Source: an optimization exercise on an open RTL-to-GDS flow (aim: small area, a short achievable clock period and few clock cycles per item). Production flows keep margins and buffers that such runs may drop.
The RTL was checked by simulation tests, not by an equivalence proof against the original design.
No driver is modelled on the clock port, so clocking that relies on it looks cheaper here than on a real chip.
Power figures rest on the tool's default switching activity, not on a simulated workload.

// alpha_line
module alpha_line (
    input  wire         clk,
    input  wire         rst,         
    input  wire         cmd_valid,
    output wire         cmd_ready,
    input  wire [127:0] cmd,
    output wire         rsp_valid,
    input  wire         rsp_ready,
    output wire [47:0]  rsp,
    output wire         ev_valid,
    output wire [1:0]   ev_kind,
    output wire [63:0]  ev_data
);
==> flow/config.mk <==
export PLATFORM = sky130hd
export DESIGN_NAME = alpha_line
export DESIGN_NICKNAME = alpha_line
export VERILOG_FILES = /design/flow/design.v
export SDC_FILE = /design/flow/constraint.sdc
export NUM_CORES = 4
export LEC_CHECK = 0
export ABC_AREA = 1
export CAP_MARGIN = 20
export CORE_MARGIN = 2
export CORE_UTILIZATION = 40
export CTS_CLUSTER_DIAMETER = 100
export CTS_CLUSTER_SIZE = 20
export SLEW_MARGIN = 20
==> flow/constraint.sdc <==
create_clock -name core_clock -period 80.0 [get_ports {clk}]
set_input_delay 16.0000 -clock core_clock [delete_from_list [all_inputs] [get_ports {clk}]]
set_output_delay 16.0000 -clock core_clock [all_outputs]
set_load 0.01 [all_outputs]
standard.sh (not shown) runs the stock make flow with config.mk's settings and CLKGATE_MAP_FILE= SYNTH_SCRIPT=/design/flow/synth_recipe.tcl, a recipe that flattens the netlist after the stock synthesis.
==> flow/flow/run.sh <==
#!/bin/bash
set -euo pipefail
export BUFFER_PORTS_ARGS="-buffer_cell sky130_fd_sc_hd__buf_1"
bash standard.sh > flow_standard.log 2>&1
The first run finished with timing, DRC and antenna clean.
Testbench counts at the start, summed over its fixed seeds: cycles 398,202, items 4,800.
Next try:
--- a/flow/flow/run.sh
+++ b/flow/flow/run.sh
@@ -2,0 +3 @@
+here=$(pwd)
@@ -3,0 +5,2 @@
+export POST_CTS_TCL="$here/flow/bypass_root.tcl"
+export SKIP_REPAIR_TIE_FANOUT=1
==> flow/flow/bypass_root.tcl (new file) <==
proc my_bypass_root {} {
  set block [ord::get_db_block]
  set root [$block findInst clkbuf_0_clk]
  if {$root eq "NULL"} { puts "bypass_root: no root buffer"; return }
  set innet [[$root findITerm A] getNet]
  set onet [[$root findITerm X] getNet]
  set loads {}
  foreach l [$onet getITerms] {
    if {[[$l getInst] getName] ne [$root getName]} { lappend loads $l }
  }
  if {[llength $loads] > 4} { puts "bypass_root: [llength $loads] loads, kept"; return }
  foreach l $loads { $l disconnect; $l connect $innet }
  puts "bypass_root: [llength $loads] first-level buffers now on [$innet getName]"
  [$root findITerm A] disconnect
  [$root findITerm X] disconnect
  odb::dbInst_destroy $root
  odb::dbNet_destroy $onet
}
my_bypass_root
estimate_parasitics -placement
The new run completed without violations; global-route usage is lower by 0.14 points; worst setup slack gains 0.14 ns; design area is lower by 0.68%; area after synthesis is unchanged; clock power stays flat; core utilization is lower by 0.29 points.

* * *

Starting RTL as in the previous note.
Settings: LEC_CHECK=0, ABC_AREA=1, CAP_MARGIN=20, CORE_MARGIN=2, CORE_UTILIZATION=40, CTS_CLUSTER_DIAMETER=100, CTS_CLUSTER_SIZE=20, SLEW_MARGIN=20; clock period 80.0 ns.
==> flow/flow/run.sh <==
#!/bin/bash
set -euo pipefail
export BUFFER_PORTS_ARGS="-buffer_cell sky130_fd_sc_hd__buf_2"
bash standard.sh > flow_standard.log 2>&1
The first run ran to the end with no violations.
Testbench counts at the start, summed over its fixed seeds: cycles 398,202, items 4,800.
Edit:
==> flow/flow/run.sh (replaced) <==
#!/bin/bash
set -euo pipefail
here=$(pwd)
export BUFFER_PORTS_ARGS="-buffer_cell sky130_fd_sc_hd__buf_1"
export POST_CTS_TCL="$here/flow/bypass_root.tcl"
bash standard.sh > flow_standard.log 2>&1
==> flow/flow/bypass_root.tcl (new file) <==
proc my_bypass_root {} {
  set block [ord::get_db_block]
  set root [$block findInst clkbuf_0_clk]
  if {$root eq "NULL"} { puts "bypass_root: no root buffer"; return }
  set innet [[$root findITerm A] getNet]
  set onet [[$root findITerm X] getNet]
  set loads {}
  foreach l [$onet getITerms] {
    if {[[$l getInst] getName] ne [$root getName]} { lappend loads $l }
  }
  if {[llength $loads] > 4} { puts "bypass_root: [llength $loads] loads, kept"; return }
  foreach l $loads { $l disconnect; $l connect $innet }
  puts "bypass_root: [llength $loads] first-level buffers now on [$innet getName]"
  [$root findITerm A] disconnect
  [$root findITerm X] disconnect
  odb::dbInst_destroy $root
  odb::dbNet_destroy $onet
}
my_bypass_root
estimate_parasitics -placement
Result: The new run finished clean; global-route usage drops by 0.32 points; via count drops by 1.1%; synthesized area stays the same; setup slack gets better by 90 ps; routed wire length drops by 0.98%; fmax climbs by 0.53%; core utilization drops by 0.56 points.

==> re-timing with driven ports <==
How much do the figures lean on ideal ports? The routed layouts below were timed once more, with nothing changed but the port constraints. Step 1 (the two cells are an assumption about what drives the block):
set clk [get_ports {clk}]
set_driving_cell -lib_cell sky130_fd_sc_hd__clkbuf_16 $clk
set_driving_cell -lib_cell sky130_fd_sc_hd__buf_2 [delete_from_list [all_inputs] $clk]
Step 2 adds t to the input delays and takes it off the output delays; t is the mean of the earliest and latest rising clock arrival at the registers after step 1. Input paths then give back, and output paths get back, about the clock's delay inside the block. Slacks: ideal ports / drivers / drivers and shift; pairs: ideal ports / drivers.
| run | t (ns) | setup slack, ns | worst setup path at the end | latest minus earliest clock arrival (ns) |
|---|---|---|---|---|
| the first run of note 1 | 0.587 | 62.853 / 62.796 / 63.252 | input to register | 0.033 / 0.033 |
| the second run of note 1 | 0.486 | 62.992 / 62.912 / 63.224 | input to register | 0.038 / 0.037 |
| the first run of note 2 | 0.603 | 62.903 / 62.841 / 63.219 | input to register | 0.026 / 0.026 |
| the second run of note 2 | 0.467 | 62.993 / 62.913 / 63.249 | input to register | 0.034 / 0.034 |
After both steps setup and hold are still met in every run listed.
